From an optimization exercise on the open Yosys and OpenROAD flow, aimed at small area, a short achievable clock period and few clock cycles per item; shortcuts taken in it are not production practice.
The RTL was checked by simulation tests, not by an equivalence proof against the original design.

==> design/flow/design.v <==
module fp_lzc #(
    parameter W  = 56,
    parameter CW = 7
) (
    input  wire [W-1:0]  x,
    output wire [CW-1:0] n
);
    localparam N = 1 << CW;
    reg [N-1:0]       v0;
    reg [N*CW-1:0]    c;       
    reg [N-1:0]       v;
    reg [N-1:0]       vn;
    reg [N*CW-1:0]    cn;
    integer lev, k, m;
    always @* begin
        v0 = {x, {(N-W){1'b1}}};
        v  = v0;
        c  = {(N*CW){1'b0}};
        m  = N;
        for (lev = 0; lev < CW; lev = lev + 1) begin
            m  = m / 2;
            vn = {N{1'b0}};
            cn = {(N*CW){1'b0}};
            for (k = 0; k < N / 2; k = k + 1) begin
                if (k < m) begin
                    vn[k] = v[2*k+1] | v[2*k];
                    cn[k*CW +: CW] = v[2*k+1] ? c[(2*k+1)*CW +: CW]
                                              : (c[(2*k)*CW +: CW] | ({{(CW-1){1'b0}}, 1'b1} << lev));
                end
            end
            v = vn;
            c = cn;
        end
    end
    assign n = v[0] ? c[CW-1:0] : W[CW-1:0];
endmodule
module fp_round (
    input  wire               sign,
    input  wire signed [13:0] q,
    input  wire [55:0]        m,
    output wire [63:0]        y
);
    wire        sub = q < 14'sd1;
    wire [13:0] shr = 14'sd1 - q;
    wire [5:0]  sh  = !sub ? 6'd0 : ((shr > 14'd56) ? 6'd56 : shr[5:0]);
    wire [55:0] ms  = m >> sh;
    wire [55:0] msk = ~({56{1'b1}} << sh);
    wire        lost = |(m & msk);
    wire [52:0] sig = ms[55:3];
    wire        inc = ms[2] & (ms[1] | ms[0] | lost | sig[0]);
    wire [10:0] ef  = sub ? 11'd0 : q[10:0];
    wire [62:0] pk  = {ef, sig[51:0]} + {62'd0, inc};
    assign y = (q > 14'sd2046) ? {sign, 11'h7ff, 52'b0} : {sign, pk};
endmodule
module fp_add (
    input  wire               clk,
    input  wire               en,
    input  wire [63:0]        ai,
    input  wire [63:0]        bi,
    output reg  [63:0]        y,
    output reg  [52:0]        um,
    output reg  signed [12:0] ue
);
    localparam [63:0] QNAN = 64'h7FF8000000000000;
    reg [63:0] a, b;
    always @(posedge clk) if (en) begin
        a <= ai;
        b <= bi;
    end
    wire a_nan = (a[62:52] == 11'h7ff) && (a[51:0] != 0);
    wire b_nan = (b[62:52] == 11'h7ff) && (b[51:0] != 0);
    wire a_inf = (a[62:52] == 11'h7ff) && (a[51:0] == 0);
    wire b_inf = (b[62:52] == 11'h7ff) && (b[51:0] == 0);
    wire        swap = a[62:0] < b[62:0];
    wire [63:0] x = swap ? b : a;
    wire [63:0] z = swap ? a : b;
    wire [10:0] ex = (x[62:52] == 0) ? 11'd1 : x[62:52];
    wire [10:0] ez = (z[62:52] == 0) ? 11'd1 : z[62:52];
    wire [10:0] d  = ex - ez;
    reg  [52:0] s1_mx, s1_mz;
    reg  [5:0]  s1_dc;
    reg         s1_far;
    reg  [10:0] s1_ex;
    reg         s1_sx, s1_sub, s1_nan, s1_inf, s1_sinf;
    always @(posedge clk) if (en) begin
        s1_mx   <= {x[62:52] != 0, x[51:0]};
        s1_mz   <= {z[62:52] != 0, z[51:0]};
        s1_dc   <= d[5:0];
        s1_far  <= d > 11'd57;
        s1_ex   <= ex;
        s1_sx   <= x[63];
        s1_sub  <= x[63] ^ z[63];
        s1_nan  <= a_nan || b_nan || (a_inf && b_inf && (a[63] != b[63]));
        s1_inf  <= a_inf || b_inf;
        s1_sinf <= a_inf ? a[63] : b[63];
    end
    wire [6:0]   dc = s1_far ? 7'd57 : {1'b0, s1_dc};
    wire [113:0] zw = {1'b0, s1_mz, 3'b0, 57'b0} >> dc;
    wire [56:0]  xa = {1'b0, s1_mx, 3'b0};
    wire [56:0]  za = {zw[113:58], zw[57] | (|zw[56:0])};
    wire [56:0]  R  = s1_sub ? (xa - za) : (xa + za);
    reg  [56:0] r_R;
    reg  [10:0] r_ex;
    reg         r_sx, r_sub, r_nan, r_inf, r_sinf;
    always @(posedge clk) if (en) begin
        r_R    <= R;
        r_ex   <= s1_ex;
        r_sx   <= s1_sx;
        r_sub  <= s1_sub;
        r_nan  <= s1_nan;
        r_inf  <= s1_inf;
        r_sinf <= s1_sinf;
    end
    wire [6:0] lz;
    fp_lzc #(.W(56), .CW(7)) u_lzc (.x(r_R[55:0]), .n(lz));
    reg signed [13:0] q;
    reg [55:0]        m;
    wire [63:0]       rounded;
    fp_round u_round (.sign(r_sx), .q(q), .m(m), .y(rounded));
    reg [63:0]        yn;
    reg [52:0]        umn;
    reg signed [12:0] uen;
    always @* begin
        if (r_R[56]) begin
            m = {r_R[56:2], r_R[1] | r_R[0]};
            q = $signed({3'b0, r_ex}) + 14'sd1;
        end else begin
            m = r_R[55:0] << lz;
            q = $signed({3'b0, r_ex}) - $signed({7'b0, lz});
        end
        if (r_nan)
            yn = QNAN;
        else if (r_inf)
            yn = {r_sinf, 11'h7ff, 52'b0};
        else if (r_R == 0)
            yn = {r_sub ? 1'b0 : r_sx, 63'b0};
        else
            yn = rounded;
        if (q < 14'sd1) begin
            umn = m[55:3];
            uen = q[12:0];
        end else begin
            umn = {1'b1, rounded[51:0]};
            uen = {2'b0, rounded[62:52]};
        end
    end
    always @(posedge clk) if (en) begin
        y  <= yn;
        um <= umn;
        ue <= uen;
    end
endmodule
module fp_mul (
    input  wire        clk,
    input  wire        en,
    input  wire [63:0] ai,
    input  wire [63:0] bi,
    output reg  [63:0] y
);
    reg [63:0] a, b;
    always @(posedge clk) if (en) begin
        a <= ai;
        b <= bi;
    end
    localparam [63:0] QNAN = 64'h7FF8000000000000;
    localparam W  = 106;
    localparam NR = 27;           
    localparam N0 = 28;           
    wire a_nan  = (a[62:52] == 11'h7ff) && (a[51:0] != 0);
    wire b_nan  = (b[62:52] == 11'h7ff) && (b[51:0] != 0);
    wire a_inf  = (a[62:52] == 11'h7ff) && (a[51:0] == 0);
    wire b_inf  = (b[62:52] == 11'h7ff) && (b[51:0] == 0);
    wire a_zero = (a[62:0] == 0);
    wire b_zero = (b[62:0] == 0);
    wire [52:0] A  = {a[62:52] != 0, a[51:0]};
    wire [55:0] Bx = {2'b0, b[62:52] != 0, b[51:0], 1'b0};
    function [W-1:0] cterm;
        input dummy;
        integer i;
        begin
            cterm = {W{1'b0}};
            for (i = 0; i < NR; i = i + 1)
                cterm = cterm - ({{(W-1){1'b0}}, 1'b1} << (55 + 2 * i));
        end
    endfunction
    localparam [W-1:0] CONST = cterm(1'b0);
    reg [W*N0-1:0] l0;
    integer i;
    always @* begin : booth
        reg [2:0]  sel;
        reg        one, two, s, sp;
        reg [53:0] mg;
        reg [54:0] e;
        reg [W-1:0] r;
        sp = 1'b0;
        for (i = 0; i < NR; i = i + 1) begin
            sel = Bx[2*i +: 3];
            s   = sel[2];
            one = sel[1] ^ sel[0];
            two = (sel[2] & ~sel[1] & ~sel[0]) | (~sel[2] & sel[1] & sel[0]);
            mg  = one ? {1'b0, A} : (two ? {A, 1'b0} : 54'd0);
            e   = {1'b0, mg} ^ {55{s}};
            r   = {{(W-56){1'b0}}, ~s, e} << (2 * i);
            if (i > 0) r[2*i-2] = sp;
            l0[W*i +: W] = r;
            sp = s;
        end
        l0[W*NR +: W] = CONST;
    end
    function [2*W-1:0] csa;
        input [W-1:0] x, y, z;
        begin
            csa[W-1:0]   = x ^ y ^ z;
            csa[2*W-1:W] = ((x & y) | (x & z) | (y & z)) << 1;
        end
    endfunction
    reg [W*19-1:0] l1;
    reg [W*13-1:0] l2;
    reg [W*9-1:0]  l3;
    reg [W*6-1:0]  l4;
    reg [W*4-1:0]  l5;
    reg [W*3-1:0]  l6;
    reg [W*2-1:0]  l7;
    integer k;
    always @* begin
        for (k = 0; k < 9; k = k + 1)
            l1[2*W*k +: 2*W] = csa(l0[W*(3*k) +: W], l0[W*(3*k+1) +: W], l0[W*(3*k+2) +: W]);
        l1[W*18 +: W] = l0[W*27 +: W];
        for (k = 0; k < 6; k = k + 1)
            l2[2*W*k +: 2*W] = csa(l1[W*(3*k) +: W], l1[W*(3*k+1) +: W], l1[W*(3*k+2) +: W]);
        l2[W*12 +: W] = l1[W*18 +: W];
        for (k = 0; k < 4; k = k + 1)
            l3[2*W*k +: 2*W] = csa(l2[W*(3*k) +: W], l2[W*(3*k+1) +: W], l2[W*(3*k+2) +: W]);
        l3[W*8 +: W] = l2[W*12 +: W];
        for (k = 0; k < 3; k = k + 1)
            l4[2*W*k +: 2*W] = csa(l3[W*(3*k) +: W], l3[W*(3*k+1) +: W], l3[W*(3*k+2) +: W]);
        for (k = 0; k < 2; k = k + 1)
            l5[2*W*k +: 2*W] = csa(l4[W*(3*k) +: W], l4[W*(3*k+1) +: W], l4[W*(3*k+2) +: W]);
        l6[0 +: 2*W] = csa(l5[0 +: W], l5[W +: W], l5[2*W +: W]);
        l6[2*W +: W] = l5[3*W +: W];
        l7 = csa(l6[0 +: W], l6[W +: W], l6[2*W +: W]);
    end
    wire [W-1:0] P = l7[0 +: W] + l7[W +: W];
    reg [W-1:0] p;
    reg         f_nan, f_inf, f_zero, f_s;
    reg [11:0]  f_esum;
    always @(posedge clk) if (en) begin
        p      <= P;
        f_nan  <= a_nan || b_nan || (a_inf && b_zero) || (a_zero && b_inf);
        f_inf  <= a_inf || b_inf;
        f_zero <= a_zero || b_zero;
        f_s    <= a[63] ^ b[63];
        f_esum <= {1'b0, (a[62:52] == 0) ? 11'd1 : a[62:52]}
                + {1'b0, (b[62:52] == 0) ? 11'd1 : b[62:52]};
    end
    wire [6:0]   lz;
    fp_lzc #(.W(106), .CW(7)) u_lzc (.x(p), .n(lz));
    wire [105:0] pn = p << lz;
    reg  [55:0]        n_m;
    reg  signed [13:0] n_q;
    reg                n_nan, n_inf, n_zero, n_s;
    always @(posedge clk) if (en) begin
        n_m    <= {pn[105:51], |pn[50:0]};
        n_q    <= $signed({2'b0, f_esum}) - 14'sd1022 - $signed({7'b0, lz});
        n_nan  <= f_nan;
        n_inf  <= f_inf;
        n_zero <= f_zero;
        n_s    <= f_s;
    end
    wire [63:0] rounded;
    fp_round u_round (.sign(n_s), .q(n_q), .m(n_m), .y(rounded));
    always @(posedge clk) if (en) begin
        if (n_nan)       y <= QNAN;
        else if (n_inf)  y <= {n_s, 11'h7ff, 52'b0};
        else if (n_zero) y <= {n_s, 63'b0};
        else             y <= rounded;
    end
endmodule
module fp_div (
    input  wire        clk,
    input  wire        en,
    input  wire        load,
    input  wire [52:0] am,
    input  wire [52:0] bm,
    output reg  [57:0] ws,
    output reg  [57:0] wc,
    output reg  [54:0] qp,
    output reg  [54:0] qn
);
    localparam K = 5;
    reg [1:0] nq;
    wire [57:0] dx  = {4'b0, bm, 1'b0};
    wire [57:0] ndx = ~dx;
    function [1:0] sel4;
        input [3:0] hs, hc;
        reg [3:0] hp, hg;
        reg       c3, neg, zero;
        begin
            hp   = hs ^ hc;
            hg   = hs & hc;
            c3   = hg[2] | (hp[2] & hg[1]) | (hp[2] & hp[1] & hg[0]);
            neg  = hp[3] ^ c3;
            zero = &hp;                  
            sel4 = {~neg, neg & ~zero};
        end
    endfunction
    function [1:0] seltop;
        input [57:0] s, c, a;
        reg [3:0] st, ct;
        begin
            st = s[54:51] ^ c[54:51] ^ a[55:52];
            ct = (s[53:50] & c[53:50]) | (s[53:50] & a[54:51]) | (c[53:50] & a[54:51]);
            seltop = sel4(st, ct);
        end
    endfunction
    reg [57:0] s, c, ad, s2, c2;
    reg [1:0]  q, qa, qb, qz;
    reg [54:0] np, nn;
    integer t;
    always @* begin
        s  = ws;
        c  = wc;
        np = qp;
        nn = qn;
        q  = nq;
        for (t = 0; t < K; t = t + 1) begin
            qa = seltop(s, c, ndx);
            qb = seltop(s, c, dx);
            qz = seltop(s, c, 58'd0);
            ad = q[1] ? ndx : (q[0] ? dx : 58'd0);
            s2 = {s[56:0], 1'b0};
            c2 = {c[56:0], 1'b0};
            s  = s2 ^ c2 ^ ad;
            c  = {(s2[56:0] & c2[56:0]) | (s2[56:0] & ad[56:0]) | (c2[56:0] & ad[56:0]), q[1]};
            np = {np[53:0], q[1]};
            nn = {nn[53:0], q[0]};
            q  = q[1] ? qa : (q[0] ? qb : qz);
        end
    end
    always @(posedge clk) if (en) begin
        if (load) begin
            ws <= {5'b0, am};
            wc <= 58'd0;
            qp <= 55'd0;
            qn <= 55'd0;
            nq <= 2'b10;                 
        end else begin
            ws <= s;
            wc <= c;
            qp <= np;
            qn <= nn;
            nq <= q;
        end
    end
endmodule
module fp_div_end (
    input  wire [57:0] ws,
    input  wire [57:0] wc,
    input  wire [54:0] qp,
    input  wire [54:0] qn,
    input  wire [52:0] bm,
    input  wire        hi,
    output wire [55:0] m
);
    function eqz;
        input [57:0] a, b;
        eqz = ((a ^ b) == {a[56:0] | b[56:0], 1'b0});
    endfunction
    wire [57:0] dx  = {4'b0, bm, 1'b0};
    wire [57:0] w   = ws + wc;
    wire        neg = w[57];
    wire [57:0] ts  = ws ^ wc ^ dx;
    wire [57:0] tc  = {(ws[56:0] & wc[56:0]) | (ws[56:0] & dx[56:0]) | (wc[56:0] & dx[56:0]), 1'b0};
    wire        rnz = neg ? !eqz(ts, tc) : !eqz(ws, wc);
    wire [54:0] q0  = qp + ~qn;
    wire [54:0] q1  = qp + ~qn + 55'd1;
    wire [55:0] m0  = hi ? {q0[54:2], q0[1], q0[0], 1'b0} : {q0[53:1], q0[0], 1'b0, 1'b0};
    wire [55:0] m1  = hi ? {q1[54:2], q1[1], q1[0], 1'b0} : {q1[53:1], q1[0], 1'b0, 1'b0};
    wire [55:0] mq  = neg ? m0 : m1;
    assign m = hi ? {mq[55:2], mq[1] | rnz, 1'b0} : {mq[55:2], rnz, 1'b0};
endmodule
module zf_eq (
    input  wire        clk,
    input  wire        rst,
    input  wire        in_valid,
    output wire        in_ready,
    input  wire [63:0] freq_re,
    input  wire [63:0] freq_im,
    input  wire [63:0] chan_re,
    input  wire [63:0] chan_im,
    input  wire [63:0] eps,
    output reg         out_valid,
    input  wire        out_ready,
    output reg  [63:0] eq_re,
    output reg  [63:0] eq_im,
    output reg         degen
);
    localparam [63:0] QNAN = 64'h7FF8000000000000;
    reg [5:0]  p;                    
    reg        in_full;
    reg [4:0]  run;                  
    reg        dsel;                 
    reg [63:0] fr, fi, cr, ci, ep;
    wire fin = run[4] && p[3];
    wire adv = !(fin && out_valid);
    assign in_ready = !in_full || (p[5] && run[0]);
    wire taken = in_valid && in_ready;
    always @(posedge clk) begin
        if (rst) begin
            p         <= 6'b000001;
            in_full   <= 1'b0;
            run       <= 5'b0;
            dsel      <= 1'b0;
            out_valid <= 1'b0;
        end else begin
            if (adv) begin
                p <= {p[4:0], p[5]};
                if (p[2]) dsel <= !dsel;
            end
            if (adv && p[5]) begin
                in_full <= taken || (in_full && !run[0]);
                run     <= {run[3:0], taken || (in_full && !run[0])};
            end else begin
                in_full <= in_full || taken;
            end
            if (run[4] && p[4] && adv)
                out_valid <= 1'b1;
            else if (out_ready)
                out_valid <= 1'b0;
        end
    end
    always @(posedge clk)
        if (in_ready) begin
            fr <= freq_re;
            fi <= freq_im;
            cr <= chan_re;
            ci <= chan_im;
            ep <= eps;
        end
    reg  [63:0] br, ra, rb, rc;
    wire [63:0] add_y;
    wire [63:0] mul_y;
    wire [63:0] mul_a = ({64{p[0]}} & br) | ({64{p[1]}} & ci) | ({64{p[2] | p[4]}} & fi)
                      | ({64{p[3] | p[5]}} & fr);
    wire [63:0] mul_b = ({64{p[0] | p[5]}} & br) | ({64{p[1] | p[2] | p[3]}} & ci)
                      | ({64{p[4]}} & add_y);
    fp_mul u_mul (.clk(clk), .en(adv), .ai(mul_a), .bi(mul_b), .y(mul_y));
    wire [52:0]        add_um;
    wire signed [12:0] add_ue;
    wire [63:0] add_a = ({64{p[0] | p[1] | p[5]}} & cr) | ({64{p[2] | p[3] | p[4]}} & mul_y);
    wire [63:0] add_b = ({64{p[0] | p[1] | p[5]}} & ep) | ({64{p[2]}} & {~rc[63], rc[62:0]})
                      | ({64{p[3]}} & rb) | ({64{p[4]}} & ra);
    fp_add u_add (.clk(clk), .en(adv), .ai(add_a), .bi(add_b), .y(add_y), .um(add_um), .ue(add_ue));
    wire y_nan  = (add_y[62:52] == 11'h7ff) && (add_y[51:0] != 0);
    wire y_inf  = (add_y[62:52] == 11'h7ff) && (add_y[51:0] == 0);
    wire y_zero = (add_y[62:0] == 0);
    reg               ni_s, ni_nan, ni_inf, ni_zero;
    reg [52:0]        ni_m;
    reg signed [12:0] ni_e;
    reg               nr_s, nr_nan, nr_inf, nr_zero;
    reg [52:0]        nr_m;
    reg signed [12:0] nr_e;
    always @(posedge clk) if (adv) begin
        if (p[4]) br <= add_y;
        if (p[5]) ra <= mul_y;
        if (p[0]) rb <= mul_y;
        if (p[1]) rc <= mul_y;
        if (p[0]) begin
            ni_s <= add_y[63]; ni_nan <= y_nan; ni_inf <= y_inf; ni_zero <= y_zero;
            ni_m <= add_um; ni_e <= add_ue;
        end
        if (p[1]) begin
            nr_s <= add_y[63]; nr_nan <= y_nan; nr_inf <= y_inf; nr_zero <= y_zero;
            nr_m <= add_um; nr_e <= add_ue;
        end
    end
    function [1:0] kind;             
        input a_nan, a_inf, a_zero, b_nan, b_inf, b_zero;
        begin
            if (a_nan || b_nan || (a_inf && b_inf) || (a_zero && b_zero)) kind = 2'd1;
            else if (a_inf || b_zero) kind = 2'd2;
            else if (a_zero || b_inf) kind = 2'd3;
            else kind = 2'd0;
        end
    endfunction
    wire [1:0]         n_kre = kind(nr_nan, nr_inf, nr_zero, y_nan, y_inf, y_zero);
    wire [1:0]         n_kim = kind(ni_nan, ni_inf, ni_zero, y_nan, y_inf, y_zero);
    wire               n_sre = nr_s ^ add_y[63];
    wire               n_sim = ni_s ^ add_y[63];
    wire               n_hre = nr_m >= add_um;
    wire               n_him = ni_m >= add_um;
    wire signed [13:0] n_qre = {nr_e[12], nr_e} - {add_ue[12], add_ue} + 14'sd1022 + {13'd0, n_hre};
    wire signed [13:0] n_qim = {ni_e[12], ni_e} - {add_ue[12], add_ue} + 14'sd1022 + {13'd0, n_him};
    reg  [52:0]        dvs0, dvs1;
    reg                dg0, dg1, sre0, sre1, sim0, sim1, hre0, hre1, him0, him1;
    reg  [1:0]         kre0, kre1, kim0, kim1;
    reg  signed [13:0] qre0, qre1, qim0, qim1;
    wire ld0 = p[2] && !dsel;
    wire ld1 = p[2] && dsel;
    always @(posedge clk) if (adv) begin
        if (ld0) begin
            dvs0 <= add_um; dg0 <= y_zero; kre0 <= n_kre; kim0 <= n_kim;
            sre0 <= n_sre; sim0 <= n_sim; hre0 <= n_hre; him0 <= n_him;
            qre0 <= n_qre; qim0 <= n_qim;
        end
        if (ld1) begin
            dvs1 <= add_um; dg1 <= y_zero; kre1 <= n_kre; kim1 <= n_kim;
            sre1 <= n_sre; sim1 <= n_sim; hre1 <= n_hre; him1 <= n_him;
            qre1 <= n_qre; qim1 <= n_qim;
        end
    end
    wire [57:0] ws0r, wc0r, ws0i, wc0i, ws1r, wc1r, ws1i, wc1i;
    wire [54:0] qp0r, qn0r, qp0i, qn0i, qp1r, qn1r, qp1i, qn1i;
    fp_div u_d0r (.clk(clk), .en(adv), .load(ld0), .am(nr_m), .bm(dvs0),
                  .ws(ws0r), .wc(wc0r), .qp(qp0r), .qn(qn0r));
    fp_div u_d0i (.clk(clk), .en(adv), .load(ld0), .am(ni_m), .bm(dvs0),
                  .ws(ws0i), .wc(wc0i), .qp(qp0i), .qn(qn0i));
    fp_div u_d1r (.clk(clk), .en(adv), .load(ld1), .am(nr_m), .bm(dvs1),
                  .ws(ws1r), .wc(wc1r), .qp(qp1r), .qn(qn1r));
    fp_div u_d1i (.clk(clk), .en(adv), .load(ld1), .am(ni_m), .bm(dvs1),
                  .ws(ws1i), .wc(wc1i), .qp(qp1i), .qn(qn1i));
    wire [55:0] q_mre, q_mim;
    fp_div_end u_ere (.ws(dsel ? ws1r : ws0r), .wc(dsel ? wc1r : wc0r),
                      .qp(dsel ? qp1r : qp0r), .qn(dsel ? qn1r : qn0r),
                      .bm(dsel ? dvs1 : dvs0), .hi(dsel ? hre1 : hre0), .m(q_mre));
    fp_div_end u_eim (.ws(dsel ? ws1i : ws0i), .wc(dsel ? wc1i : wc0i),
                      .qp(dsel ? qp1i : qp0i), .qn(dsel ? qn1i : qn0i),
                      .bm(dsel ? dvs1 : dvs0), .hi(dsel ? him1 : him0), .m(q_mim));
    reg [55:0]        f_mre, f_mim;
    reg signed [13:0] f_qre, f_qim;
    reg [1:0]         f_kre, f_kim;
    reg               f_sre, f_sim, f_dg;
    always @(posedge clk) if (adv && p[2]) begin
        f_mre <= q_mre;
        f_mim <= q_mim;
        f_qre <= dsel ? qre1 : qre0;
        f_qim <= dsel ? qim1 : qim0;
        f_kre <= dsel ? kre1 : kre0;
        f_kim <= dsel ? kim1 : kim0;
        f_sre <= dsel ? sre1 : sre0;
        f_sim <= dsel ? sim1 : sim0;
        f_dg  <= dsel ? dg1 : dg0;
    end
    wire [63:0] rnd;
    fp_round u_rnd (.sign(p[3] ? f_sre : f_sim), .q(p[3] ? f_qre : f_qim),
                    .m(p[3] ? f_mre : f_mim), .y(rnd));
    function [63:0] pick;
        input [1:0]  k;
        input        s;
        input [63:0] r;
        begin
            case (k)
                2'd0: pick = r;
                2'd1: pick = QNAN;
                2'd2: pick = {s, 11'h7ff, 52'b0};
                default: pick = {s, 63'b0};
            endcase
        end
    endfunction
    always @(posedge clk) if (adv && run[4]) begin
        if (p[3]) eq_re <= f_dg ? 64'd0 : pick(f_kre, f_sre, rnd);
        if (p[4]) begin
            eq_im <= f_dg ? 64'd0 : pick(f_kim, f_sim, rnd);
            degen <= f_dg;
        end
    end
endmodule
==> design/flow/run.sh <==
#!/bin/bash
# synth_recipe.tcl (not shown) runs the flow's synth.tcl, then flattens the netlist and writes it again
# the make line also repeats each setting of config.mk as NAME=value (left out here)
make -C /OpenROAD-flow-scripts/flow DESIGN_CONFIG=/design/flow/config.mk WORK_HOME=/design/flow/orfs CLKGATE_MAP_FILE= SYNTH_SCRIPT=/design/flow/synth_recipe.tcl finish
==> design/flow/config.mk <==
export PLATFORM = sky130hd
export DESIGN_NAME = zf_eq
export DESIGN_NICKNAME = zf_eq
export VERILOG_FILES = /design/flow/design.v
export SDC_FILE = /design/flow/constraint.sdc
export NUM_CORES = 4
export LEC_CHECK = 0
export CAP_MARGIN = 20
export CELL_PAD_IN_SITES_DETAIL_PLACEMENT = 1
export CELL_PAD_IN_SITES_GLOBAL_PLACEMENT = 2
export CORE_MARGIN = 2
export CORE_UTILIZATION = 30
export PLACE_DENSITY = 0.45
export SETUP_SLACK_MARGIN = 1.0
export SLEW_MARGIN = 20
==> design/flow/constraint.sdc <==
create_clock -name core_clock -period 28.0 [get_ports {clk}]
set_input_delay 5.6000 -clock core_clock [delete_from_list [all_inputs] [get_ports {clk}]]
set_output_delay 5.6000 -clock core_clock [all_outputs]
set_load 0.01 [all_outputs]
==> reports/metrics.cfg, run 1 <==
[status]
outcome=finished clean

[route]
ant_nets=0
wl_per_cell_microns=36.3
drt_wl_total_mm=1830
viasPerCell=5.84
detail_route.first_pass.iterations=8
drcViolationCount=0
drtIter0Drc=29400
vias=294000

[floorplan]
rows=382
ioPinCount=455
coreArea_sq_um=1080000
die_height_mm=1.05
fp.dieW_mm=1.05
start_util=0.301
die_area_sq_um=1090000

[placed_design]
detailed_place.area_sq_um=345000
dpl.hpwl_mm=1420
port_buffers=454
gp_congestion=1.00

[sta]
rsz0062_at_grt=no
finalClockSkew_ns=0.201
worst_slew_pin_slew_ns=1.34
setup_tns_ns=0
fin_hold_ws_ns=0.408
fmax_ghz=0.0739
fin_crit_ns=13.53
finalCritPeriodShare=0.483
finalHoldViolCount=0
setup_viol=0
slew-limit-headroom=0.0973
maxSlewViolCount=0

[clocking]
cts_setup_buffers=0
cts_tree=done
cts_resized=0
cts_buffer_depth=5
cts_buffers=393
insertion_delay_ns=1.18
h-tree-depth=5
clk_pin_slew_ns=0.08
clock-root-buffer=clkbuf_16
holdBufCountCts=0
clkSinkCount=2932

[synthesis]
synthSimpleGateAreaFrac=0.134
synth_top_flop_cell=edfxtp_1
synth_xor_area_frac=0.0262
synthArstFlopShare=0
syn_area_sq_um=325000
synthesis.nets=41300
syn-mean-instance-area_sq_um=8.83
ys_ff_latch=2932
yosysTopAreaCell=edfxtp_1
synth_top_area_share=0.269
yosys_warnings=7
ys_seq_area_frac=0.270
synth_cells=36800
yosysUniqueCellTypes=131
synthMuxAreaShare=0.0608
synth_area_leaders=edfxtp_1, fa_1, ha_1
synth_top_family_by_area=adder cells
synth_edf_count=2918
synth-adder-area-share=0.229
synth-compound-area-share=0.201

[setup_path]
end_kind=register
rr_startpoint=u_mul.b[33]
crit_start=u_mul.b[33]
cpMostUsedCell=fa_1
required_ns=28.82
critPathKind=reg2reg
cp.arrival_ns=14.36
slowest_delay_ns=0.76
cp-start-kind=register
critPathMaxFanout=77
crit_slowest_cell=buf_4

[grt]
grt_max_degree=202
first_global_vias=298000
grt_remaining_overflow=0
grt.met3_usage=0.0386
grt.busiest_layer=met2
grt_use_met2=0.523
met1_usage=0.438
grt_pass1_wl_mm=2520
grtUsageTotal=0.324
antenna_found_initial=181

[finish]
fin_util=0.331
fin_area_sq_um=358000
drive_gt1_frac=0.0755
fill_cells=123000
area_delta_synth_final_pct=10.2
nets=39800

[worst_hold_path]
min_path_type=reg2reg
min-delay-start=u_add.s1_ex[1]

[job]
drv_cap=0

cells in the mapped netlist, drive strengths merged (402+ instances only):
master / number
clkbuf: 2685
a21oi: 3463
xnor2: 603
nand2: 3676
nor3: 407
buf: 689
a22oi: 538
mux2i: 1268
nand3: 402
edfxtp: 2918
nor2b: 415
ha: 1554
inv: 3323
and2: 755
mux2: 556
fa: 2552
nor2: 2954
o21ai: 1593
o22ai: 1134
a211oi: 603
final timing paths:
| kind | to | slack [ns] | cells after the start |
|---|---|---|---|
| worst min register to register | u_add.r_ex[1] | 0.41 | 0 |
| worst max register to register | u_mul.p[102] | 14.47 | 37 |
| worst min-delay path | u_add.r_ex[1] | 0.41 | 0 |
| worst max-delay path | u_mul.p[102] | 14.47 | 37 |
routing by layer:
metal / vias up / share of wire
li1: 128000 / -
met1: 154000 / 0.44
met2: 9775 / 0.46
met3: 2195 / 0.052
met4: 32 / 0.049
met5: - / 0.00012
state kept, by name (all words and copies together) (netlist names), 64 cells and up:
name     flops
br          64
ci          64
u_add.y     64
fr          64
u_add.b     64
u_add.a     64
u_mul.y     64
cr          64
u_mul.p    106
eq_im       64
fi          64
ep          64
rc          64
u_mul.a     64
eq_re       64
rb          64
u_mul.b     64
ra          64
layout make-up:
cell class,instances,area [sq um],area share
Antenna cell,257,643,0.00179
Timing Repair Buffer,1505,13100,0.0364
Inverter,3339,12600,0.0351
Clock buffer,456,10200,0.0284
Clock inverter,249,2600,0.00725
Multi-Input combinational cell,27200,213000,0.595
Tap cell,14400,18000,0.0503
Sequential cell,2932,87900,0.245
cell families after synthesis:
kind of cell / count (synthesis)
AO/OA/AOI/OAI: 10200
XOR/XNOR: 972
adder cells (fa/ha/maj): 4490
buffers and inverters: 6713
flip-flops: 2932
multiplexers: 1859
AND/OR/NAND/NOR: 9673
critical path, delay by kind of cell (launching register included):
| kind | cells | cell delay (ns) |
|---|---|---|
| fa+ha+maj | 8 | 3.71 |
| simple gates | 3 | 1.03 |
| buf+inv | 7 | 2.45 |
| compound gates | 18 | 5.44 |
| xor+xnor | 1 | 0.09 |
| flops | 1 | 0.37 |
layout by cell type (no fill, tap or decap), types with 735 or more instances in the layout:
cell type	count
ha_1	1553
nand2_1	3662
buf_4	1000
inv_1	3274
a21oi_1	3447
o21ai_0	1531
nor2_1	2903
mux2i_1	1252
o22ai_1	1132
edfxtp_1	2918
fa_1	2552
and2_1	735
metrics by stage:
step,cells,setup slack (ns)
6_report,50300,14.47
5_1_grt,50300,13.90
4_1_cts,50100,14.50
3_5_place_dp,49400,14.64
3_3_place_gp,49400,14.60
2_1_floorplan,36800,-2.52
Testbench counts, summed over its fixed seeds: cycles 2,536, items 384.
==> run 2: changes to the inputs <==
--- a/design/flow/design.v
+++ b/design/flow/design.v
@@ -113,35 +113,35 @@
     end
     wire [6:0] lz;
     fp_lzc #(.W(56), .CW(7)) u_lzc (.x(r_R[55:0]), .n(lz));
-    reg signed [13:0] q;
-    reg [55:0]        m;
-    wire [63:0]       rounded;
-    fp_round u_round (.sign(r_sx), .q(q), .m(m), .y(rounded));
+    wire        tiny = {4'b0, lz} >= r_ex;           
+    wire [10:0] exm1 = r_ex - 11'd1;
+    wire [55:0] mf   = r_R[55:0] << lz;
+    wire [55:0] ml   = r_R[55:0] << (tiny ? exm1[6:0] : lz);
+    wire [55:0] m    = r_R[56] ? {r_R[56:2], r_R[1] | r_R[0]} : ml;
+    wire [10:0] ef   = r_R[56] ? r_ex + 11'd1 : (tiny ? 11'd0 : r_ex - {4'b0, lz});
+    wire        inc  = m[2] & (m[1] | m[0] | m[3]);
+    wire [62:0] pk   = {ef, m[54:3]} + {62'd0, inc};
+    wire        ovf  = r_R[56] && (r_ex == 11'd2046);
     reg [63:0]        yn;
     reg [52:0]        umn;
     reg signed [12:0] uen;
     always @* begin
-        if (r_R[56]) begin
-            m = {r_R[56:2], r_R[1] | r_R[0]};
-            q = $signed({3'b0, r_ex}) + 14'sd1;
-        end else begin
-            m = r_R[55:0] << lz;
-            q = $signed({3'b0, r_ex}) - $signed({7'b0, lz});
-        end
         if (r_nan)
             yn = QNAN;
         else if (r_inf)
             yn = {r_sinf, 11'h7ff, 52'b0};
         else if (r_R == 0)
             yn = {r_sub ? 1'b0 : r_sx, 63'b0};
+        else if (ovf)
+            yn = {r_sx, 11'h7ff, 52'b0};
         else
-            yn = rounded;
-        if (q < 14'sd1) begin
-            umn = m[55:3];
-            uen = q[12:0];
+            yn = {r_sx, pk};
+        if (tiny && !r_R[56]) begin
+            umn = mf[55:3];
+            uen = $signed({2'b0, r_ex}) - $signed({6'b0, lz});
         end else begin
-            umn = {1'b1, rounded[51:0]};
-            uen = {2'b0, rounded[62:52]};
+            umn = {1'b1, pk[51:0]};
+            uen = {2'b0, pk[62:52]};
         end
     end
     always @(posedge clk) if (en) begin
@@ -157,23 +157,35 @@
     input  wire [63:0] bi,
     output reg  [63:0] y
 );
-    reg [63:0] a, b;
-    always @(posedge clk) if (en) begin
-        a <= ai;
-        b <= bi;
-    end
     localparam [63:0] QNAN = 64'h7FF8000000000000;
     localparam W  = 106;
     localparam NR = 27;           
     localparam N0 = 28;           
-    wire a_nan  = (a[62:52] == 11'h7ff) && (a[51:0] != 0);
-    wire b_nan  = (b[62:52] == 11'h7ff) && (b[51:0] != 0);
-    wire a_inf  = (a[62:52] == 11'h7ff) && (a[51:0] == 0);
-    wire b_inf  = (b[62:52] == 11'h7ff) && (b[51:0] == 0);
-    wire a_zero = (a[62:0] == 0);
-    wire b_zero = (b[62:0] == 0);
-    wire [52:0] A  = {a[62:52] != 0, a[51:0]};
-    wire [55:0] Bx = {2'b0, b[62:52] != 0, b[51:0], 1'b0};
+    wire a_nan  = (ai[62:52] == 11'h7ff) && (ai[51:0] != 0);
+    wire b_nan  = (bi[62:52] == 11'h7ff) && (bi[51:0] != 0);
+    wire a_inf  = (ai[62:52] == 11'h7ff) && (ai[51:0] == 0);
+    wire b_inf  = (bi[62:52] == 11'h7ff) && (bi[51:0] == 0);
+    wire a_zero = (ai[62:0] == 0);
+    wire b_zero = (bi[62:0] == 0);
+    wire [52:0] ma = {ai[62:52] != 0, ai[51:0]};
+    wire [52:0] mb = {bi[62:52] != 0, bi[51:0]};
+    wire [5:0]  lza, lzb;
+    fp_lzc #(.W(53), .CW(6)) u_lza (.x(ma), .n(lza));
+    fp_lzc #(.W(53), .CW(6)) u_lzb (.x(mb), .n(lzb));
+    reg  [52:0]        A, B;
+    reg  signed [12:0] e0a, e0b;
+    reg                f0_nan, f0_inf, f0_zero, f0_s;
+    always @(posedge clk) if (en) begin
+        A       <= ma << lza;
+        B       <= mb << lzb;
+        e0a     <= $signed({2'b0, (ai[62:52] == 0) ? 11'd1 : ai[62:52]}) - $signed({7'b0, lza});
+        e0b     <= $signed({2'b0, (bi[62:52] == 0) ? 11'd1 : bi[62:52]}) - $signed({7'b0, lzb});
+        f0_nan  <= a_nan || b_nan || (a_inf && b_zero) || (a_zero && b_inf);
+        f0_inf  <= a_inf || b_inf;
+        f0_zero <= a_zero || b_zero;
+        f0_s    <= ai[63] ^ bi[63];
+    end
+    wire [55:0] Bx = {2'b0, B, 1'b0};
     function [W-1:0] cterm;
         input dummy;
         integer i;
@@ -240,28 +252,26 @@
         l6[2*W +: W] = l5[3*W +: W];
         l7 = csa(l6[0 +: W], l6[W +: W], l6[2*W +: W]);
     end
-    wire [W-1:0] P = l7[0 +: W] + l7[W +: W];
-    reg [W-1:0] p;
-    reg         f_nan, f_inf, f_zero, f_s;
-    reg [11:0]  f_esum;
+    reg [W-1:0]        ps, pc;
+    reg signed [13:0]  f_esum;
+    reg                f_nan, f_inf, f_zero, f_s;
     always @(posedge clk) if (en) begin
-        p      <= P;
-        f_nan  <= a_nan || b_nan || (a_inf && b_zero) || (a_zero && b_inf);
-        f_inf  <= a_inf || b_inf;
-        f_zero <= a_zero || b_zero;
-        f_s    <= a[63] ^ b[63];
-        f_esum <= {1'b0, (a[62:52] == 0) ? 11'd1 : a[62:52]}
-                + {1'b0, (b[62:52] == 0) ? 11'd1 : b[62:52]};
-    end
-    wire [6:0]   lz;
-    fp_lzc #(.W(106), .CW(7)) u_lzc (.x(p), .n(lz));
-    wire [105:0] pn = p << lz;
+        ps     <= l7[0 +: W];
+        pc     <= l7[W +: W];
+        f_esum <= {e0a[12], e0a} + {e0b[12], e0b};
+        f_nan  <= f0_nan;
+        f_inf  <= f0_inf;
+        f_zero <= f0_zero;
+        f_s    <= f0_s;
+    end
+    wire [105:0] p  = ps + pc;
+    wire [105:0] pn = p[105] ? p : {p[104:0], 1'b0};
     reg  [55:0]        n_m;
     reg  signed [13:0] n_q;
     reg                n_nan, n_inf, n_zero, n_s;
     always @(posedge clk) if (en) begin
         n_m    <= {pn[105:51], |pn[50:0]};
-        n_q    <= $signed({2'b0, f_esum}) - 14'sd1022 - $signed({7'b0, lz});
+        n_q    <= f_esum - 14'sd1022 - {13'd0, !p[105]};
         n_nan  <= f_nan;
         n_inf  <= f_inf;
         n_zero <= f_zero;
==> design/flow/config.mk (replaced) <==
export PLATFORM = sky130hd
export DESIGN_NAME = zf_eq
export DESIGN_NICKNAME = zf_eq
export VERILOG_FILES = /design/flow/design.v
export SDC_FILE = /design/flow/constraint.sdc
export NUM_CORES = 4
export LEC_CHECK = 0
export CAP_MARGIN = 20
export CELL_PAD_IN_SITES_DETAIL_PLACEMENT = 2
export CELL_PAD_IN_SITES_GLOBAL_PLACEMENT = 4
export CORE_MARGIN = 2
export CORE_UTILIZATION = 30
export PLACE_DENSITY = 0.4
export SETUP_SLACK_MARGIN = 1.0
export SLEW_MARGIN = 20
==> run 2 against run 1 <==
  * Still clean on timing, DRC and antenna
  * Wire length fell by 0.80%
  * Critical endpoint is now u_add.ue[8]
  * Maximum frequency rose by 6.8%
  * Count of clock-buffer cells in the layout rose by 24
  * Non-clock buffer count fell by 33
  * Clock skew fell by 0.044 ns
  * Design area fell by 1.8%
  * Critical path type unchanged
==> reports/metrics.cfg, run 2 <==
[clocking]
cts_buffer_depth=5
cts_resized=0
h-tree-depth=5
clk_pin_slew_ns=0.06
cts_buffers=407
insertion_delay_ns=1.16
clock-root-buffer=clkbuf_16
cts_tree=done
clkSinkCount=3034
holdBufCountCts=0
cts_setup_buffers=0

[synthesis]
synth.most_common_cell=inv_1
yosysTopAreaCell=edfxtp_1
synthArstFlopShare=0
synth_edf_count=3020
ys_seq_area_frac=0.286
synth_commonest_cells=inv_1, nand2_1, edfxtp_1
syn_area_sq_um=319000
ys_ff_latch=3034
synthesis.nets=39500
yosys_warnings=7
synth_area_leaders=edfxtp_1, fa_1, ha_1
synth_top_flop_cell=edfxtp_1
synth_top_area_share=0.285
syn-mean-instance-area_sq_um=9.08
synth_cells=35100
yosysUniqueCellTypes=119

[floorplan]
fp.dieW_mm=1.03
ioPinCount=455
coreArea_sq_um=1060000
rows=378
start_util=0.301
die_height_mm=1.03
die_area_sq_um=1070000

[finish]
fin_cells=48300
fill_cells=116000
layout_commonest_cell=inv_1
most-common-layout-cells=inv_1, nand2_1, edfxtp_1, nor2_1, a21oi_1
largest_reg_flops=106
regArea_sq_um=91000
regMostFlops=u_mul.ps
nets=38200
area_delta_synth_final_pct=10.4
fin_util=0.332
top_regs=u_mul.ps x106, u_mul.pc x98
drive_gt1_frac=0.0800
multi_input_area_sq_um=205000

[placed_design]
dpl.hpwl_mm=1400
gp_congestion=0.990
dp.cells=47500
port_buffers=454
pre_cts_slack_ns=15.66

[route]
ant_nets=0
detail_route.first_pass.iterations=8
drtIter0Drc=25800
viasPerCell=5.90
vias=285000
drt_wl_total_mm=1810
wl_per_cell_microns=37.5
drcViolationCount=0

[sta]
fmax_ghz=0.0789
rsz0062_at_grt=no
finalCritPeriodShare=0.453
fin_crit_ns=12.67
maxSlewViolCount=0
finalClockSkew_ns=0.157
fin_ws_ns=15.33
fin_hold_ws_ns=0.374
finalHoldViolCount=0
slew-limit-headroom=0.0951
setup_viol=0
worst_slew_pin_slew_ns=1.35

[grt]
grt_pass1_wl_mm=2500
grt_remaining_overflow=0
grt.busiest_layer=met2
grt_max_degree=178
first_global_vias=297000
grt_use_met2=0.523
grt.met3_usage=0.0448
grtUsageTotal=0.330
antenna_found_initial=200
met1_usage=0.446

[setup_path]
critPathKind=reg2reg
end_kind=register
required_ns=28.80
cp-start-kind=register
slowest_delay_ns=1.04
crit_slowest_cell=nor4_1
cpMostUsedCell=buf_4
critPathMaxFanout=37
cp.arrival_ns=13.47

[job]
drv_cap=0

[status]
outcome=finished clean

[worst_hold_path]
min_path_type=reg2reg

run 2: cell count changes after synthesis, moves of 102 or more:
cell      change
a21oi_1     -815
o21ai_0     +742
o22ai_1     -585
nand2_1     -557
a22oi_1     +386
o311a_1     -351
a221oi_1    +279
nor2b_1     -274
o31ai_1     -213
maj3_1      -168
buf_1       -153
o221ai_1    -116
a211oi_1    +102
edfxtp_1    +102
run 2: worst max-delay path: cells and delay by family (launching register included):
family | cells | cell delay, ns
compound gates | 10 | 2.59
fa+ha+maj | 1 | 0.32
buf+inv | 7 | 2.38
flops | 1 | 0.68
mux | 2 | 0.58
simple gates | 11 | 5.67
run 2: layout make-up:
type	count	share of cell area
Multi-Input combinational cell	25600	0.582
Sequential cell	3034	0.259
Tap cell	14100	0.0500
Timing Repair Buffer	1472	0.0359
Inverter	3267	0.0349
Clock buffer	480	0.0299
Clock inverter	249	0.00804
Antenna cell	130	0.000925
run 2: stage by stage:
stage	setup TNS, ns	cell area, sq um
floorplan	-6312.15	319000
global placement	0	338000
detailed placement	0	338000
CTS	0	351000
global route	0	352000
finish	0	352000
run 2: cell families (layout without fill, tap and decap cells):
kind of cell,count (synthesis),after routing,share of synthesized area
multiplexers,1893,1893,0.0669
AO/OA/AOI/OAI,9576,9576,0.191
adder cells (fa/ha/maj),4319,4319,0.228
XOR/XNOR,1000,1000,0.0278
other,0,130,0
AND/OR/NAND/NOR,8847,8847,0.124
buffers and inverters,6420,5468,0.0763
flip-flops,3034,3034,0.286
run 2: path summary, 6_finish.rpt:
check                start     endpoint  slack [ns]  depth (start not counted)
max          u_add.r_R[36]  u_add.ue[8]       15.33                         31
min                 run[1]       run[2]        0.37                          2
max reg2reg  u_add.r_R[36]  u_add.ue[8]       15.33                         31
min reg2reg         run[1]       run[2]        0.37                          2
run 2: metal layers:
| layer | routed length, microns | part of all wire |
|---|---|---|
| met5 | 380 | 0.00021 |
| met1 | 798000 | 0.44 |
| met4 | 102000 | 0.056 |
| met3 | 97200 | 0.054 |
| met2 | 814000 | 0.45 |
Testbench counts of run 2, summed over its fixed seeds: cycles 2,536, items 384.
==> run 3: changes to the inputs <==
==> design/flow/config.mk (replaced) <==
export PLATFORM = sky130hd
export DESIGN_NAME = zf_eq
export DESIGN_NICKNAME = zf_eq
export VERILOG_FILES = /design/flow/design.v
export SDC_FILE = /design/flow/constraint.sdc
export NUM_CORES = 4
export LEC_CHECK = 0
export ABC_AREA = 1
export CAP_MARGIN = 20
export CELL_PAD_IN_SITES_DETAIL_PLACEMENT = 1
export CELL_PAD_IN_SITES_GLOBAL_PLACEMENT = 2
export CORE_MARGIN = 2
export CORE_UTILIZATION = 30
export PLACE_DENSITY = 0.45
export SETUP_SLACK_MARGIN = 1.0
export SLEW_MARGIN = 20
==> run 3 against run 2 <==
  * Wire length shrank 8.4%
  * Non-clock buffer count shrank 344
  * Sequential share of layout area grew 0.91 points
  * Die area shrank 3.8%
  * Setup slack gained 0.92 ns
  * Maximum frequency grew 7.8%
  * Via count shrank 3.9%
==> reports/metrics.cfg, run 3 <==
[status]
outcome=finished clean

[synthesis]
synth-adder-area-share=0.230
synth_top_flop_cell=edfxtp_1
synthSimpleGateAreaFrac=0.189
syn-mean-instance-area_sq_um=8.08
synthArstFlopShare=0
synth_edf_count=3020
synth_top_family_by_area=adder cells
yosysUniqueCellTypes=84
synth_commonest_cells=nand2_1, inv_1, o21ai_0
yosysTopAreaCell=edfxtp_1
yosys_warnings=7
synth_cells=37900
synth-compound-area-share=0.121
synth.most_common_cell=nand2_1
ys_seq_area_frac=0.297
synth_xor_area_frac=0.0559
synthesis.nets=42400
synth_area_leaders=edfxtp_1, fa_1, nand2_1
syn_area_sq_um=306000
synthMuxAreaShare=0.00144
synth_top_area_share=0.296
ys_ff_latch=3034

[finish]
fill_cells=121000
regArea_sq_um=91000
most-common-layout-cells=nand2_1, inv_1, o21ai_0, edfxtp_1, nor2_1
top_regs=u_mul.ps x106, u_mul.pc x98
drive_gt1_frac=0.0537
regMostFlops=u_mul.ps
fin_area_sq_um=340000
multi_input_area_sq_um=184000
area_delta_synth_final_pct=10.9
layout_commonest_cell=nand2_1
largest_reg_flops=106
nets=41800

[placed_design]
detailed_place.area_sq_um=326000
gp_congestion=0.946
dpl.hpwl_mm=1330
port_buffers=454

[setup_path]
cp-start-kind=register
worst_r2r_path_depth=32
timing.rr.end=u_d1r.ws[25]
required_ns=28.77
slowest_delay_ns=0.89
cpMostUsedCell=nand2_1
cp-endpoint=u_d1r.ws[25]
end_kind=register
r2r_slack_ns=16.25
critPathKind=reg2reg
rr_startpoint=dvs1[52]
critPathMaxFanout=40
cp.arrival_ns=12.53
crit_slowest_cell=buf_4
crit_start=dvs1[52]

[clocking]
h-tree-depth=5
cts_tree=done
clkSinkCount=3034
cts_resized=0
clk_pin_slew_ns=0.06
holdBufCountCts=0
clock-root-buffer=clkbuf_16
cts_buffer_depth=5
cts_setup_buffers=0
cts_buffers=411
insertion_delay_ns=1.16

[route]
vias=274000
ant_nets=0
drt_wl_total_mm=1660
detail_route.first_pass.iterations=6
drcViolationCount=0
viasPerCell=5.30
drtIter0Drc=23400
wl_per_cell_microns=32.1

[sta]
setup_tns_ns=0
finalHoldViolCount=0
worst_slew_pin_slew_ns=1.32
finalCritPeriodShare=0.420
fin_crit_ns=11.75
maxSlewViolCount=0
fmax_ghz=0.0851
slew-limit-headroom=0.0981
rsz0062_at_grt=no
setup_viol=0
finalClockSkew_ns=0.136
fin_hold_ws_ns=0.388

[job]
drv_cap=0

[grt]
grt_use_met2=0.518
antenna_found_initial=192
met1_usage=0.421
grt.met3_usage=0.0364
grt_remaining_overflow=0
grtUsageTotal=0.313
first_global_vias=285000
grt.busiest_layer=met2
grt_pass1_wl_mm=2300
grt_max_degree=150

[worst_hold_path]
hold_depth=0
min_path_type=reg2reg

[floorplan]
die_area_sq_um=1030000
rows=371
fp.dieW_mm=1.01
start_util=0.301
coreArea_sq_um=1020000
ioPinCount=455
die_height_mm=1.01

==> run 3: worst max-delay path, delay by kind of cell (launching register included) <==
family	cells	cell delay [ns]
AOI/OAI and AO/OA	2	0.36
xor gates and xnor gates	3	0.74
adders and majority gates	5	2.48
buffers and inverters	11	5.27
DFF	1	0.32
and+or+nand+nor	11	1.83
==> run 3: worst min path at each step <==
stage	startpoint	end	slack, ns
floorplan	u_add.s1_ex[0]	u_add.r_ex[0]	0.40
global placement	u_add.s1_ex[2]	u_add.r_ex[2]	0.40
detailed placement	u_add.s1_ex[3]	u_add.r_ex[3]	0.41
CTS	u_mul.f_inf	u_mul.n_inf	0.41
global route	u_mul.f_inf	u_mul.n_inf	0.41
finish	u_mul.f_inf	u_mul.n_inf	0.39
==> run 3: per-layer routing <==
metal	wire length, microns	up-vias
li1	-	123000
met4	73800	16
met2	772000	7739
met1	730000	142000
met5	115	-
met3	82800	1832
==> run 3: cell families (layout without fill, tap and decap cells) <==
group                      count (synthesis)  count (layout)
AOI/OAI and AO/OA                       6551            6551
xor gates and xnor gates                1954            1954
buffers and inverters                   8514            8313
adders and majority gates               4105            4105
and+or+nand+nor                        13700           13700
muxes                                     44              44
other                                      0             268
DFF                                     3034            3034
==> run 3: area by class of cell <==
class | instances | share of cell area
clock inverters | 269 | 0.00835
repair buffers | 1128 | 0.0286
clock buffers | 478 | 0.0311
well taps | 13600 | 0.0501
flip-flops and latches | 3034 | 0.268
inverters | 6438 | 0.0713
multi-input cells | 26400 | 0.541
diodes | 268 | 0.00197
==> run 3: stage by stage <==
| stage | std cells | utilization | setup slack (ns) |
|---|---|---|---|
| finish | 51600 | 0.333 | 16.25 |
| global placement | 50600 | 0.320 | 16.35 |
| detailed placement | 50600 | 0.320 | 16.38 |
| CTS | 51300 | 0.333 | 16.37 |
| global route | 51600 | 0.333 | 16.07 |
| floorplan | 37900 | - | 9.35 |

-- what the ideal ports hide --
The results above use ideal ports. As a check the final layouts listed here were re-extracted and re-timed, cells and wires unchanged.
Step 1 assumes that a clkbuf_16 drives the clock port and a buf_2 every other input.
Step 2 also shifts input and output timing later by t, the mid clock arrival at the registers, as if the neighbouring blocks saw the same clock.
Slacks: ideal ports / drivers / drivers and shift; pairs: ideal ports / drivers.
run | shift t [ns] | setup slack, ns | worst setup path after step 2 | slew at the worst register clock pin (ns) | worst slew at a driven data input, ns
run 1 | 1.234 | 14.466 / 14.466 / 14.466 | register to register | 0.09 / 0.09 | 0.39
run 2 | 1.242 | 15.326 / 15.326 / 15.326 | register to register | 0.09 / 0.09 | 0.40
run 3 | 1.248 | 16.246 / 16.246 / 16.246 | register to register | 0.07 / 0.07 | 0.21
After both steps every run listed still meets setup and hold.
